This design comes from an exercise in tuning for small area, a short achievable clock period and few clock cycles on the open sky130 flow, not from production work. The RTL was checked by simulation tests, not by an equivalence proof against the original design. Power and IR drop assume default switching activity.

==> flow/design.v, too long to show whole: its modules and the start of the top module <==
// module ssdv_huffdec: 3131 lines
module ssdv_huffdec(clk, rst, in_valid, in_ready, in_start, in_byte, out_valid, out_ready, out_kind, out_comp, out_k, out_val);
  // ...
==> flow/run.sh <==
#!/bin/bash
# synth_recipe.tcl (not shown) runs the flow's synth.tcl, then flattens the netlist and writes it again
# the make line also repeats each setting of config.mk as NAME=value (left out here)
make -C /OpenROAD-flow-scripts/flow DESIGN_CONFIG=/design/flow/config.mk WORK_HOME=/design/flow/orfs CLKGATE_MAP_FILE= SYNTH_SCRIPT=/design/flow/synth_recipe.tcl finish
==> flow/config.mk <==
export PLATFORM = sky130hd
export DESIGN_NAME = ssdv_huffdec
export DESIGN_NICKNAME = ssdv_huffdec
export VERILOG_FILES = /design/flow/design.v
export SDC_FILE = /design/flow/constraint.sdc
export NUM_CORES = 4
export LEC_CHECK = 0
export ABC_AREA = 1
export CAP_MARGIN = 20
export CORE_MARGIN = 2
export CORE_UTILIZATION = 45
export CTS_BUF_LIST = sky130_fd_sc_hd__clkbuf_4 sky130_fd_sc_hd__clkbuf_8
export PLACE_DENSITY = 0.6
export SLEW_MARGIN = 20
export SYNTH_MEMORY_MAX_BITS = 65536
==> flow/constraint.sdc <==
create_clock -name core_clock -period 8.0 [get_ports {clk}]
set_input_delay 1.6000 -clock core_clock [delete_from_list [all_inputs] [get_ports {clk}]]
set_output_delay 1.6000 -clock core_clock [all_outputs]
set_load 0.01 [all_outputs]
==> notes.md, run 1 <==
status=finished clean; Overall Global Routing Usage=0.313; ranking of synthesized cells by area=edfxtp_1 19%, nand2_1 18%, nand3_1 13%, inv_1 5.9%, nor2_1 4.9%; Reg power frac=0.139; DP Wirelength=28,700 um; busiest grt layer=met2; CTS tree=built; post-layout util=0.492; DP Area=10,500 um^2; tap cell count=280; # nets final=1,663; Hold Path End=mode[1]$_SDFFE_PP0P_; Initial Util=0.458; Multi-input gate area=6550 um^2; Vias per Instance=5.91; critical path arrival=roughly 7600 ps; Gate power share=0.801; Comb power=4.11 mW; num rows=54; grt met1 use=0.412; post-cts repair resize count=0; final worst slack=567 ps; FILL cells=around 2,300; Worst setup SP type=flip-flop; sequential share of cell area=0.215; fin cells=approximately 1,900; I/O pin count=37
Testbench counts, summed over its fixed seeds: cycles 11,360.
==> run 2, diff against run 1 <==
--- a/flow/config.mk
+++ b/flow/config.mk
@@ -12,4 +12,5 @@
 export CTS_BUF_LIST = sky130_fd_sc_hd__clkbuf_4 sky130_fd_sc_hd__clkbuf_8
 export PLACE_DENSITY = 0.6
+export SETUP_SLACK_MARGIN = 1.0
 export SLEW_MARGIN = 20
 export SYNTH_MEMORY_MAX_BITS = 65536
==> run 2 against run 1 <==
Net effect:
- synthesized cell count stayed put
- area after synthesis unchanged
- clock skew up 1.8 ps
- count of clock-buffer cells in the layout unchanged
- worst hold slack improved by 3.1 ps
- combinational power rose by 3%
- final cell count up 0.53%
- worst setup slack improved by 810 ps
- core utilization is 1.0 points higher
- critical path depth grew 1
- register-to-register slack improved by 810 ps
- critical endpoint is now out_raw[6]$_DFFE_PN_
==> notes.md, run 2 <==
status=finished clean; DRT iter0 DRCs=1,082; Setup Skew=25.2 ps; Post-synth ARST share=0; simple-gate area share of the yosys netlist=0.456; compound-gate portion of the synthesized area=0.143; Final Hold Vio Count=0; Worst IR Drop VDD=0.321 mV; critical path arrival=6750 ps (-890 ps); clk sinks=84; CP max stage cell=dfxtp_4; Tcrit/Tclk final=0.828; worst-skew pair later-pin latency=approximately 380 ps; core area=around 22,000 um^2; port bufs=36; Crit Path Category=reg -> reg; number of remaining DRC errors=0; XOR/XNOR Fraction of Synth Area=0.00527; Final setup viols=0; Crit Path Max Fanout=15; Required @ worst endpoint=8130 ps; synthesis-stage register bit count=84; dpl ws=739 ps; Synth top cells by count=470 x nand2_1, 252 x nand3_1, 156 x inv_1; CTS Buffer Depth=2; Critical Path Sink Type=flip-flop; Main synth FF type=edfxtp_1; Synth Net Count=1,649; Worst setup SP type=flip-flop; final-report max-slew violation count=0; post-synth cell types=66; RSZ-0062 raised after global routing=no; post-cts hold buffer count=0; Overall Global Routing Usage=0.313 (about the same); commonest non-fill, non-tap cells in the layout=469 x nand2_1, 252 x nand3_1, 153 x inv_1; CP max stage delay=460 ps; clock root cell=clkbuf_8; Adder-Cell Fraction of Synth Area=0.0522; first-pass GRT wire length=59,100 um; Crit path top cell by count=nand2_1; layout cell share with drive strength beyond 1=0.109; GPL Wtd Cong=1.04; H-tree depth=3; EDFF count, synth=62; # nets final=1,673 (+0.60%); vias in the first global route=10,700; actual slew at the worst max-slew pin=754 ps; Worst-path clk slew=around 100 ps; largest net degree at the start of global routing=47; num rows=54 (unchanged); Die Width=153 um; Leakage=between 5 and 6 nW; commonest non-fill, non-tap cell in the layout=nand2_1; max cap viols=0; antenna cells=0; area share of the largest cell type after synthesis=0.187; I/O pin count=37 (unchanged); post-layout util=0.502 (+0.0100); clock buffer count from CTS=9; number of antenna violations at the first check in global routing=0; proportion of synthesized area in mux cells=0; CTS tree=built; Overflow after GRT=0; max reg flops=37; Cell Pwr Density=482 nW/um^2; ranking of synthesized cells by area=edfxtp_1 19%, nand2_1 18%, nand3_1 13%, inv_1 5.9%, nor2_1 4.9%; final worst slack=1380 ps (+810 ps); P&R area growth vs syn=9.52%; fin crit period=6620 ps; TNS Setup=0 ps; Vert. Die Dim=153 um; biggest regs=acc (37), out_raw (12); Most flops, register=acc; Yosys Warn Count=1; combinational family with the most area after synthesis=simple AND/OR/NAND/NOR gates; routed via count=11,400; total wire length=37,900 um; Vias per Instance=5.96 (+0.85%); ANT nets after route=0; Rel. slew slack=0.497; wire length per cell=19.9 um; cell area after synthesis=9970 um^2; Mean Syn Cell Area=6.24 um^2; die footprint=23,400 um^2; cell count after synthesis=1,598; DR pass1 iterations=6; post-layout total power=5.26 mW; DP Wirelength=28,700 um (unchanged); hold crit path type=reg -> reg; leading area contributor after synthesis=edfxtp_1; count leader, synth=nand2_1; Initial Util=0.458 (unchanged); Fmax=0.151 GHz; sequential area share after synthesis=0.231
run 2: timing repair:
action	in CTS	in global routing
endpoints found under the setup margin	26	32
cloned	0	5
resized for setup	6	34
setup buffers	0	5
run 2: metal layers:
layer	global-route usage	routed length, um	up-vias
met1	0.414	15700	5179
met3	0.0397	3110	146
met5	0	0	-
met4	0.151	1780	0
li1	-	-	5425
met2	0.509	17300	619
run 2: path summary, 6_finish.rpt:
path / start / endpoint / slack [ps] / cells after the start
worst max-delay path: cnt[4]$_SDFF_PP0_ / out_raw[6]$_DFFE_PN_ / 1380 / 37
worst min-delay path: ycnt[1]$_SDFF_PP0_ / ycnt[1]$_SDFF_PP0_ / 490 / 2
worst max register to register: cnt[4]$_SDFF_PP0_ / out_raw[6]$_DFFE_PN_ / 1380 / 37
worst min register to register: ycnt[1]$_SDFF_PP0_ / ycnt[1]$_SDFF_PP0_ / 490 / 2
run 2: per-stage QoR:
step           hold slack, ps  area, um^2  cells
2_1_floorplan             446        9970   1598
3_3_place_gp              463       10500   1881
3_5_place_dp              471       10500   1881
4_1_cts                   485       10700   1897
5_1_grt                   511       10900   1907
6_report                  486       10900   1907
run 2: critical path, delay by kind of cell, from the launching register on:
family / cells / cell delay [ps]
AO/OA/AOI/OAI: 5 / 950
adder cells (fa/ha/maj): 4 / 1230
buffers and inverters: 10 / 1380
flip-flops: 1 / 460
AND/OR/NAND/NOR: 18 / 2360
run 2: logic make-up (layout without fill, tap and decap cells):
logic type               count (synthesis)  in the layout
AO/OA/AOI/OAI                          231            231
buffers and inverters                  252            280
AND/OR/NAND/NOR                        987            988
XOR/XNOR                                 6              6
flip-flops                              84             84
adder cells (fa/ha/maj)                 38             38
run 2: where the power goes:
group	total (mW)	internal, mW	switching (mW)
combinational	4.23	1.33	2.90
clock	0.310	0.121	0.189
sequential	0.721	0.630	0.0913
total	5.26	2.08	3.18
run 2: area by class of cell:
cell class	instances	area, um^2
tap	280	350
fill	2283	10800
inverter	189	742
timing repair inverter	2	15.0
sequential	84	2320
clock inverter	7	63.8
timing repair buffer	73	698
clock buffer	9	124
multi-input combinational	1263	6610
==> run 3, diff against run 2 <==
--- a/flow/config.mk
+++ b/flow/config.mk
@@ -12,5 +12,5 @@
 export CTS_BUF_LIST = sky130_fd_sc_hd__clkbuf_4 sky130_fd_sc_hd__clkbuf_8
 export PLACE_DENSITY = 0.6
-export SETUP_SLACK_MARGIN = 1.0
+export SETUP_SLACK_MARGIN = 2.0
 export SLEW_MARGIN = 20
 export SYNTH_MEMORY_MAX_BITS = 65536
==> run 3 against run 2 <==
Net effect:
- still clean
- worst setup slack improved by 610 ps
- maximum frequency increased by 10%
- cell area increased by 11%
- non-clock buffer count increased by 79
- power increased by 9.8%
- critical path type unchanged
- largest cell class unchanged
==> notes.md, run 3 <==
synthesis-stage register bit count=84 (unchanged); Overall Global Routing Usage=0.331 (+0.0182); biggest regs=acc (37), out_raw (12); number of remaining DRC errors=0 (unchanged); TNS Setup=0 ps (unchanged); CTS tree=built; met2 Use GR=0.545 (+0.0354); max cap viols=0 (unchanged); Final setup viols=0 (unchanged); cell area after synthesis=9970 um^2 (unchanged); antenna cells=0 (unchanged); Reg-to-Reg Start=cnt[1]$_SDFFE_PP0P_; count leader, synth=nand2_1; fin cells=1,987 (+4.2%); wire length per cell=20.0 um (+0.56%); fin crit period=6020 ps (-605 ps); RSZ-0062 raised after global routing=yes; Synth Net Count=1,649 (unchanged); compound-gate portion of the synthesized area=0.143 (unchanged); vias in the first global route=11,300 (+4.8%); actual slew at the worst max-slew pin=806 ps (+52.1 ps); Setup Skew=25.8 ps (+0.566 ps); H-tree depth=3 (unchanged); total wire length=39,700 um (+4.8%); cell count after synthesis=1,598 (unchanged); Rel. slew slack=0.462 (-0.0348); Min Hold Slack=485 ps (-0.710 ps); final-report max-slew violation count=0 (unchanged); DRT iter0 DRCs=1,106 (+2.2%); Crit Path Category=reg -> reg; Overflow after GRT=0 (unchanged); number of antenna violations at the first check in global routing=0 (unchanged); Worst IR Drop VDD=0.271 mV (-15%); DP Area=10,500 um^2 (unchanged); I/O pin count=37 (unchanged); Critical Path Sink Type=flip-flop; R2R Setup Slk=1980 ps (+610 ps); first-pass GRT wire length=62,400 um (+5.6%); simple-gate area share of the yosys netlist=0.456 (unchanged); XOR/XNOR Fraction of Synth Area=0.00527 (unchanged); Die Width=153 um (unchanged); largest net degree at the start of global routing=41 (-13%); area share of the largest cell type after synthesis=0.187 (unchanged); # nets final=1,753 (+4.8%); Yosys Warn Count=1 (unchanged); Crit path top cell by count=buf_4; Worst-path clk slew=100 ps (about the same); P&R area growth vs syn=21.0%; CP max stage cell=dfxtp_4; hold_sp=ycnt[1]$_SDFF_PP0_; clock buffer count from CTS=9 (unchanged); final worst slack=1980 ps (+605 ps); register area=2320 um^2 (+0.11%); worst-skew pair later-pin latency=380 ps (about the same); max reg flops=37 (unchanged); routed via count=11,900 (+4.3%); post-synth cell types=66 (unchanged); R2R Path End=comp[1]$_SDFF_PP0_; grt met1 use=0.434 (+0.0205); DP Wirelength=28,700 um (unchanged); FILL cells=2,193 (-3.9%); Main synth FF type=edfxtp_1; hold crit path type=reg -> reg; post-layout total power=5.77 mW (+9.8%); commonest non-fill, non-tap cell in the layout=nand2_1; Multi-input gate area=7000 um^2 (+5.9%); Synth top cells by count=470 x nand2_1, 252 x nand3_1, 156 x inv_1; Tcrit/Tclk final=0.752 (-0.0757); dpl ws=739 ps (unchanged); num rows=54 (unchanged); core area=21,800 um^2 (unchanged); Cell Pwr Density=478 nW/um^2 (-0.69%); die footprint=23,400 um^2 (unchanged); Crit Path Max Fanout=11 (-4); Initial Util=0.458 (unchanged); Hold Path End=ycnt[1]$_SDFF_PP0_; commonest non-fill, non-tap cells in the layout=444 x nand2_1, 240 x nand3_1, 144 x inv_1; GPL Wtd Cong=1.04 (unchanged); CTS Buffer Depth=2 (unchanged); port bufs=36 (unchanged); layout cell share with drive strength beyond 1=0.205 (+0.0956); met3 GRT Util=0.0431 (+0.00340); DR pass1 iterations=6 (unchanged); Mean Syn Cell Area=6.24 um^2 (unchanged); Most flops, register=acc; proportion of synthesized area in mux cells=0 (unchanged); busiest grt layer=met2; WP buf/inv=22 (+12); clock root cell=clkbuf_8; CP top delay family=buffers and inverters; ANT nets after route=0 (unchanged); Vias per Instance=5.97 (+0.14%); CP max stage delay=470 ps (about the same); ranking of synthesized cells by area=edfxtp_1 19%, nand2_1 18%, nand3_1 13%, inv_1 5.9%, nor2_1 4.9%; Vert. Die Dim=153 um (unchanged); Worst setup SP type=flip-flop; status=finished clean; Required @ worst endpoint=8290 ps (+160 ps); clk sinks=84 (unchanged); Final Cell Area=12,100 um^2 (+11%); sequential area share after synthesis=0.231 (unchanged); post-layout util=0.554 (+0.0527); EDFF count, synth=62 (unchanged); Fmax=0.166 GHz (+10%); placed cells=1,881 (unchanged); Min-Delay Path Depth=2 (unchanged); Leakage=5.53 nW (+10%); Final Hold Vio Count=0 (unchanged); leading area contributor after synthesis=edfxtp_1; critical path arrival=6310 ps (-440 ps); post-cts hold buffer count=0 (unchanged); Adder-Cell Fraction of Synth Area=0.0522 (unchanged); R2R depth=47 (+27%); combinational family with the most area after synthesis=simple AND/OR/NAND/NOR gates; Post-synth ARST share=0 (unchanged)
## run 3: cell counts after synthesis
Identical to the previous run, type by type.
## run 3: cell type report
type | instances | share of cell area
Clock inverter | 7 | 0.00529
Inverter | 189 | 0.0638
Multi-Input combinational cell | 1263 | 0.580
Timing Repair Buffer | 152 | 0.117
Timing Repair inverter | 3 | 0.00187
Clock buffer | 9 | 0.0103
Tap cell | 280 | 0.0290
Sequential cell | 84 | 0.192
## run 3: cell families after synthesis
logic type / count (synthesis)
xor+xnor: 6
fa+ha+maj: 38
buf+inv: 252
flops: 84
compound gates: 231
simple gates: 987
## run 3: repair_timing
item                       CTS  global route
setup endpoints to repair   45            43
gates resized for setup     87            98
pin swaps                   25            35
setup buffers               54            28
gates cloned                 6             2
## run 3: worst register-to-register path, delay by kind of cell, from the launching register on
| kind | cells | cell delay (ps) |
|---|---|---|
| compound gates | 4 | 440 |
| buf+inv | 22 | 2730 |
| flops | 1 | 470 |
| simple gates | 21 | 2300 |
## run 3: worst max path at each step
stage | start | end | slack, ps | cells past startpoint
6_report | cnt[1]$_SDFFE_PP0P_ | comp[1]$_SDFF_PP0_ | 1980 | 47
5_1_grt | cnt[1]$_SDFFE_PP0P_ | out_raw[6]$_DFFE_PN_ | 1720 | 42
4_1_cts | cnt[1]$_SDFFE_PP0P_ | out_raw[6]$_DFFE_PN_ | 2000 | 35
3_5_place_dp | cnt[4]$_SDFF_PP0_ | out_raw[6]$_DFFE_PN_ | 740 | 37
3_3_place_gp | cnt[4]$_SDFF_PP0_ | out_raw[6]$_DFFE_PN_ | 760 | 37
2_1_floorplan | cnt[2]$_SDFFE_PP0P_ | out_k[3]$_DFFE_PN_ | 2370 | 39
## run 3: routing by layer
layer / share of wire / routed length (um) / vias to the layer above
li1: - / - / 5598
met1: 0.41 / 16300 / 5399
met2: 0.46 / 18200 / 687
met3: 0.076 / 3030 / 179
met4: 0.055 / 2190 / 0
met5: 0 / 0 / -
## run 3: report_power, final
part | internal, mW | total [mW] | switching, mW
Sequential | 0.630 | 0.724 | 0.0942
Combinational | 1.63 | 4.74 | 3.10
Clock | 0.121 | 0.308 | 0.188

[separate check: timing with driven ports]
The results above use ideal ports. As a check the final layouts listed here were re-extracted and re-timed, cells and wires unchanged.
Step 1 sets driving cells, clkbuf_16 on the clock port and buf_2 on the other inputs (assumed; they add their load-dependent delay and slew).
Step 2 moves the port delays by t, midway between the first and last clock arrival at a register: inputs arrive t later, outputs are due t later. That takes back most of the time a late clock gives input paths.
Slacks: ideal / step 1 / step 2; pairs: ideal / step 1.
| run | t (ns) | slack for setup (ns) | clock arrival spread, ns | worst data-port slew with drivers (ns) | pins driven straight from the clock port |
|---|---|---|---|---|---|
| run 1 | 0.405 | 0.567 / 0.567 / 0.567 | 0.024 / 0.024 | 0.03 | 1 |
| run 2 | 0.405 | 1.377 / 1.377 / 1.377 | 0.026 / 0.026 | 0.03 | 1 |
| run 3 | 0.405 | 1.982 / 1.982 / 1.982 | 0.026 / 0.025 | 0.03 | 1 |
After both steps setup and hold are still met in every run listed.
